This is an optimization exercise on Yosys and OpenROAD, whose aim is small area, not a production implementation.
In this exercise RTL edits were held to simulation tests only and were not proved equivalent to the original.
The flow treats the clock pin as an ideal source, which a real chip does not have.

== run A ==
## robocon_core
module robocon_core (
    input  wire        clk,
    input  wire        rst,
    input  wire        rx_valid,
    input  wire [7:0]  rx_byte,
    input  wire        iter,
    output wire [17:0] lvl_l,
    output wire [17:0] lvl_r,
    output wire [17:0] lvl_lift,
    output wire [19:0] pw_rot,
    output wire [19:0] pw_chin,
    output wire [7:0]  cmd_ext,
    output wire [7:0]  cmd_chin,
    output wire [7:0]  cmd_rotx,
    output wire [7:0]  cmd_roty,
    output wire [7:0]  cmd_rotz
);
    wire [7:0] e, chin, rot_x;
    rc_framer u_framer (
        .clk      (clk),
        .rst      (rst),
        .rx_valid (rx_valid),
        .rx_byte  (rx_byte),
        .extended (e),
        .chin     (chin),
        .rot_x    (rot_x),
        .rot_y    (cmd_roty),
        .rot_z    (cmd_rotz)
    );
    assign cmd_ext  = e;
    assign cmd_chin = chin;
    assign cmd_rotx = rot_x;
    reg [17:0] l_q, r_q, lift_q;
    reg [19:0] rot_q;
    reg [18:0] chin_q;
    wire       l_m = ~e[6] & ~e[4];             
    wire       l_p = ~e[6] &  e[4];             
    wire       r_m = ~e[6] & ~e[5];             
    wire       r_p =  e[6];                     
    wire       neg_l = ~l_p & (~l_m | ~l_q[17]);
    wire       neg_r = ~r_p & (~r_m | ~r_q[17]);
    wire [3:0] m3_l = l_p ? 4'd9 : l_m ? 4'd6 : 4'd3;
    wire [3:0] m3_r = r_p ? 4'd9 : r_m ? 4'd6 : 4'd3;
    wire [17:0] n_l, n_r;
    rc_wheel u_wl (.c(l_q), .m3(m3_l), .neg(neg_l), .n(n_l));
    rc_wheel u_wr (.c(r_q), .m3(m3_r), .neg(neg_r), .n(n_r));
    wire        lift_p = (e[3:2] == 2'd1);
    wire        lift_n = (e[3:2] == 2'd2);
    wire        neg_lift = lift_n | (~lift_p & ~lift_q[17]);
    wire [18:0] y_lift;
    wire        y_lift_co;
  ...
==> flow/config.mk <==
export PLATFORM = sky130hd
export DESIGN_NAME = robocon_core
export DESIGN_NICKNAME = robocon_core
export VERILOG_FILES = /design/flow/design.v
export SDC_FILE = /design/flow/constraint.sdc
export NUM_CORES = 4
export LEC_CHECK = 0
export ABC_AREA = 1
export CAP_MARGIN = 20
export CORE_MARGIN = 2
export CORE_UTILIZATION = 80
export SLEW_MARGIN = 20
==> flow/constraint.sdc <==
create_clock -name core_clock -period 25.0 [get_ports {clk}]
set_input_delay 5.0000 -clock core_clock [delete_from_list [all_inputs] [get_ports {clk}]]
set_output_delay 5.0000 -clock core_clock [all_outputs]
set_load 0.01 [all_outputs]
standard.sh (not shown) runs the stock make flow with config.mk's settings and CLKGATE_MAP_FILE= SYNTH_SCRIPT=/design/flow/synth_recipe.tcl, a recipe that flattens the netlist after the stock synthesis.
==> flow/flow/run.sh <==
#!/bin/bash
# Layout flow: the standard flow (standard.sh), with these changes:
#  - synthesis is the standard flow's own script (flow/my_synth.tcl sources ORFS synth.tcl
#    exactly as synth_recipe.tcl does) with only the combinational mapping
#    changed: no adder-cell extraction, and an area-oriented ABC script
#    (flow/abc_map.script). Registers are mapped as in the standard synthesis.
#  - the port buffers that placement puts on every input and output are
#    sky130_fd_sc_hd__buf_1;
#  - clock tree: clkbuf_8 buffers and no dummy loads; after CTS, any clkbuf_8
#    leaf that drives more than 16 sinks is upsized to clkbuf_16
#    (flow/fix_cts.tcl) to keep flip-flop clock slews low.
# Each step's output goes to a log file of its own in this folder.
set -euo pipefail
W=$PWD
R=$W/orfs/results/$FLOW_PLATFORM/robocon_core/base
export MY_ABC_SCRIPT=$W/flow/abc_map.script
export CTS_ARGS="-sink_clustering_enable -repair_clock_nets -buf_list sky130_fd_sc_hd__clkbuf_8 -dont_use_dummy_load"
PB="BUFFER_PORTS_ARGS=-buffer_cell sky130_fd_sc_hd__buf_1"
bash standard.sh SYNTH_SCRIPT=$W/flow/my_synth.tcl ADDER_MAP_FILE= synth > synth.log 2>&1
bash standard.sh "$PB" cts > place_cts.log 2>&1
ODB=$R/4_cts.odb MAXFO=16 openroad -no_init -exit $W/flow/fix_cts.tcl > fix_cts.log 2>&1
bash standard.sh "$PB" finish > route_finish.log 2>&1
==> flow/flow/abc_map.script <==
strash
balance
resub -K 6
rewrite
resub -K 6 -N 2
refactor
resub -K 8
balance
resub -K 8 -N 2
rewrite
resub -K 10
rewrite -z
resub -K 10 -N 2
balance
resub -K 12
refactor -z
resub -K 12 -N 2
rewrite -z
balance
balance
resub -K 6
rewrite
resub -K 6 -N 2
refactor
resub -K 8
balance
resub -K 8 -N 2
rewrite
resub -K 10
rewrite -z
resub -K 10 -N 2
balance
resub -K 12
refactor -z
resub -K 12 -N 2
rewrite -z
balance
&get -n
&deepsyn -T 60
&put
balance
resub -K 6
rewrite
resub -K 6 -N 2
refactor
resub -K 8
balance
resub -K 8 -N 2
rewrite
resub -K 10
rewrite -z
resub -K 10 -N 2
balance
resub -K 12
refactor -z
resub -K 12 -N 2
rewrite -z
balance
dc2
dch -f
amap
topo
strash
balance
resub -K 6
rewrite
resub -K 6 -N 2
refactor
resub -K 8
balance
resub -K 8 -N 2
rewrite
resub -K 10
rewrite -z
resub -K 10 -N 2
balance
resub -K 12
refactor -z
resub -K 12 -N 2
rewrite -z
balance
dc2
dch -f
amap
topo
strash
balance
resub -K 6
rewrite
resub -K 6 -N 2
refactor
resub -K 8
balance
resub -K 8 -N 2
rewrite
resub -K 10
rewrite -z
resub -K 10 -N 2
balance
resub -K 12
refactor -z
resub -K 12 -N 2
rewrite -z
balance
dc2
dch -f
amap
topo
==> flow/flow/fix_cts.tcl <==
# Upsize clock-tree leaf buffers (clkbuf_8) that drive more than MAXFO sinks
# to clkbuf_16, so that every flip-flop clock pin keeps a sharp edge; then
# legalise the placement again.
read_db $::env(ODB)
set db [ord::get_db]
set block [[$db getChip] getBlock]
set big [$db findMaster sky130_fd_sc_hd__clkbuf_16]
set n 0
foreach inst [$block getInsts] {
  if {[[$inst getMaster] getName] ne "sky130_fd_sc_hd__clkbuf_8"} { continue }
  foreach it [$inst getITerms] {
    if {[$it isOutputSignal]} {
      set net [$it getNet]
      if {$net eq "NULL" || $net eq ""} { continue }
      set fo [expr {[llength [$net getITerms]] - 1}]
      if {$fo > $::env(MAXFO)} {
        puts "upsize [$inst getName] fanout $fo"
        $inst swapMaster $big
        incr n
      }
    }
  }
}
puts "upsized $n clock buffers"
detailed_placement
check_placement -verbose
write_db $::env(ODB)
Other scripts of this flow, unchanged in this note and not shown: flow/flow/my_synth.tcl
Run A never completed, since it errored out during global placement.
Here is what was changed in the inputs of run B compared with run A.
# run A
export LEC_CHECK = 0
export ABC_AREA = 1
export CAP_MARGIN = 20
export CORE_MARGIN = 2
export CORE_UTILIZATION = 80
export SLEW_MARGIN = 20
create_clock -name core_clock -period 25.0 [get_ports {clk}]
# run B
export LEC_CHECK = 0
export ABC_AREA = 1
export CAP_MARGIN = 20
export CORE_MARGIN = 2
export CORE_UTILIZATION = 65
export SLEW_MARGIN = 20
create_clock -name core_clock -period 25.0 [get_ports {clk}]
==> results.txt <==
- Compared with run A, in run B area of the mapped netlist stayed essentially flat; initial core utilization fell by 16 points; synthesis-stage register bit count stayed essentially flat; die outline width rose by 13 um.
- [compare] base=run A new=run B: height of the die rose by 11%, complex-gate fraction of the synthesized area stayed essentially flat, row count rose by 5.
- Run B -> run A: number of enable flip-flop cells after synthesis delta 0, exact match
- Every stage of the flow completed for run B, and the final layout passed the timing, DRC and antenna checks.
- As far as net count after synthesis goes, run B and run A are indistinguishable; the numbers are identical.
[inputs] run C vs run B
# run B
export LEC_CHECK = 0
export ABC_AREA = 1
export CAP_MARGIN = 20
export CORE_MARGIN = 2
export CORE_UTILIZATION = 65
export SLEW_MARGIN = 20
create_clock -name core_clock -period 25.0 [get_ports {clk}]
# run C
export LEC_CHECK = 0
export ABC_AREA = 1
export CAP_MARGIN = 20
export CORE_MARGIN = 2
export CORE_UTILIZATION = 40
export SLEW_MARGIN = 20
create_clock -name core_clock -period 25.0 [get_ports {clk}]
==> flow/flow/run.sh <==
#!/bin/bash
# Layout flow: the standard flow (standard.sh), with these changes:
#  - synthesis is the standard flow's own script (flow/my_synth.tcl sources ORFS synth.tcl
#    exactly as synth_recipe.tcl does) with only the combinational mapping
#    changed: no full-adder extraction, and an area-oriented ABC script
#    (flow/abc_map.script). Registers are mapped as in the standard synthesis.
#  - the port buffers that placement puts on every input and output are
#    sky130_fd_sc_hd__buf_1;
#  - clock tree: clkbuf_8 buffers and no dummy loads.
# Each step's output goes to a log file of its own in this folder.
set -euo pipefail
W=$PWD
export MY_ABC_SCRIPT=$W/flow/abc_map.script
bash standard.sh SYNTH_SCRIPT=$W/flow/my_synth.tcl ADDER_MAP_FILE= synth > synth.log 2>&1
export CTS_ARGS="-sink_clustering_enable -repair_clock_nets -dont_use_dummy_load"
bash standard.sh "BUFFER_PORTS_ARGS=-buffer_cell sky130_fd_sc_hd__buf_1" finish > layout.log 2>&1
diff --git a/flow/flow/abc_map.script b/flow/flow/abc_map.script
--- a/flow/flow/abc_map.script
+++ b/flow/flow/abc_map.script
@@ -59 +58,0 @@
-dc2
@@ -63,46 +61,0 @@
-strash
-balance
-resub -K 6
-rewrite
-resub -K 6 -N 2
-refactor
-resub -K 8
-balance
-resub -K 8 -N 2
-rewrite
-resub -K 10
-rewrite -z
-resub -K 10 -N 2
-balance
-resub -K 12
-refactor -z
-resub -K 12 -N 2
-rewrite -z
-balance
-dc2
-dch -f
-amap
-topo
-strash
-balance
-resub -K 6
-rewrite
-resub -K 6 -N 2
-refactor
-resub -K 8
-balance
-resub -K 8 -N 2
-rewrite
-resub -K 10
-rewrite -z
-resub -K 10 -N 2
-balance
-resub -K 12
-refactor -z
-resub -K 12 -N 2
-rewrite -z
-balance
-dc2
-dch -f
-amap
-topo
removed: flow/flow/fix_cts.tcl
==> results.txt <==
- The higher global-route wire length before repair came out of run C.
- Post-synthesis cell area, run C vs run B: up slightly
- Run B reports its launching instance or port of the critical path as u_framer.extended[6]$_SDFFE_PP0P_ while run C reports l_q[17]$_SDFFE_PP0P_.
- In the tables for run B and run C, starting density of the core reads higher with run B.
- On run C: largest net degree at the start of global routing is 19 higher than what run B gave.
- Run B -> run C: chip height increased by more than a quarter
- On run C: final worst-path cycle share is 1.6 points higher than what run B gave.
- Comparing run B and run C, final worst slack is higher on run B.
- Number of placement rows, run C vs run B: up by more than a quarter
- Taking run B as the reference, in run C wire length +about 6%, fraction of final layout cells sized beyond drive strength 1 ~0 delta.
> inputs changed (run C -> run D)
# run C
export LEC_CHECK = 0
export ABC_AREA = 1
export CAP_MARGIN = 20
export CORE_MARGIN = 2
export CORE_UTILIZATION = 40
export SLEW_MARGIN = 20
create_clock -name core_clock -period 25.0 [get_ports {clk}]
# run D
export LEC_CHECK = 0
export ABC_AREA = 1
export CAP_MARGIN = 20
export CORE_MARGIN = 2
export CORE_UTILIZATION = 65
export SLEW_MARGIN = 20
create_clock -name core_clock -period 25.0 [get_ports {clk}]
diff --git a/flow/flow/run.sh b/flow/flow/run.sh
--- a/flow/flow/run.sh
+++ b/flow/flow/run.sh
@@ -5 +5 @@
-#    changed: no full-adder extraction, and an area-oriented ABC script
+#    changed: no adder-cell extraction, and an area-oriented ABC script
@@ -9 +9,3 @@
-#  - clock tree: clkbuf_8 buffers and no dummy loads.
+#  - clock tree: clkbuf_8 buffers and no dummy loads; after CTS, any clkbuf_8
+#    leaf that drives more than 16 sinks is upsized to clkbuf_16
+#    (flow/fix_cts.tcl) to keep flip-flop clock slews low.
@@ -12,0 +15 @@
+R=$W/orfs/results/$FLOW_PLATFORM/robocon_core/base
@@ -13,0 +17,2 @@
+export CTS_ARGS="-sink_clustering_enable -repair_clock_nets -buf_list sky130_fd_sc_hd__clkbuf_8 -dont_use_dummy_load"
+PB="BUFFER_PORTS_ARGS=-buffer_cell sky130_fd_sc_hd__buf_1"
@@ -15,2 +20,3 @@
-export CTS_ARGS="-sink_clustering_enable -repair_clock_nets -dont_use_dummy_load"
-bash standard.sh "BUFFER_PORTS_ARGS=-buffer_cell sky130_fd_sc_hd__buf_1" finish > layout.log 2>&1
+bash standard.sh "$PB" cts > place_cts.log 2>&1
+ODB=$R/4_cts.odb MAXFO=16 openroad -no_init -exit $W/flow/fix_cts.tcl > fix_cts.log 2>&1
+bash standard.sh "$PB" finish > route_finish.log 2>&1
diff --git a/flow/flow/abc_map.script b/flow/flow/abc_map.script
--- a/flow/flow/abc_map.script
+++ b/flow/flow/abc_map.script
@@ -58,0 +59 @@
+dc2
@@ -61,0 +63,23 @@
+strash
+balance
+resub -K 6
+rewrite
+resub -K 6 -N 2
+refactor
+resub -K 8
+balance
+resub -K 8 -N 2
+rewrite
+resub -K 10
+rewrite -z
+resub -K 10 -N 2
+balance
+resub -K 12
+refactor -z
+resub -K 12 -N 2
+rewrite -z
+balance
+dc2
+dch -f
+amap
+topo
==> flow/flow/fix_cts.tcl (new file) <==
# Upsize clock-tree leaf buffers (clkbuf_8) that drive more than MAXFO sinks
# to clkbuf_16, so that every flip-flop clock pin keeps a sharp edge; then
# legalise the placement again.
read_db $::env(ODB)
set db [ord::get_db]
set block [[$db getChip] getBlock]
set big [$db findMaster sky130_fd_sc_hd__clkbuf_16]
set n 0
foreach inst [$block getInsts] {
  if {[[$inst getMaster] getName] ne "sky130_fd_sc_hd__clkbuf_8"} { continue }
  foreach it [$inst getITerms] {
    if {[$it isOutputSignal]} {
      set net [$it getNet]
      if {$net eq "NULL" || $net eq ""} { continue }
      set fo [expr {[llength [$net getITerms]] - 1}]
      if {$fo > $::env(MAXFO)} {
        puts "upsize [$inst getName] fanout $fo"
        $inst swapMaster $big
        incr n
      }
    }
  }
}
puts "upsized $n clock buffers"
detailed_placement
check_placement -verbose
write_db $::env(ODB)
--- outcome ---
- Between run D and run C, it is run D whose pre-CTS setup slack is higher, by 0.091 ns.
- The clock network latency to the later pin of the worst-skew pair reported for run D is greater than that of run C by 0.02 ns.
- Compared with run C, in run D part of the cycle the worst path needs went down by 0.33 points; register fraction of the total cell area went up by 1.3 points; total global routing track utilization went up by 11 points; instance count after placement with tap cells included went down by 173.
- Number of multi-input combinational cells: run C and run D compared, lower one is run D
- The run showing the greater area of the die is run C.

what the ideal ports hide:
How much do the figures lean on ideal ports? The routed layouts below were timed once more, with nothing changed but the port constraints.
Step 1, drivers: a clkbuf_16 drives clk and a buf_2 each remaining input, both assumed.
Step 2, shift: input delay + t, output delay - t, t = (earliest + latest rising clock arrival at the registers) / 2. This alone moves slack from input paths to output paths.
Slacks: no drivers / after step 1 / after step 2; pairs: no drivers / after step 1.
run	t, ns	slack for setup (ns)	worst setup path after step 2
run B	0.489	10.546 / 10.546 / 10.546	register to register
run C	0.474	10.140 / 10.140 / 10.140	register to register
run D	0.498	10.222 / 10.222 / 10.222	register to register
After both steps every run listed still meets setup and hold.
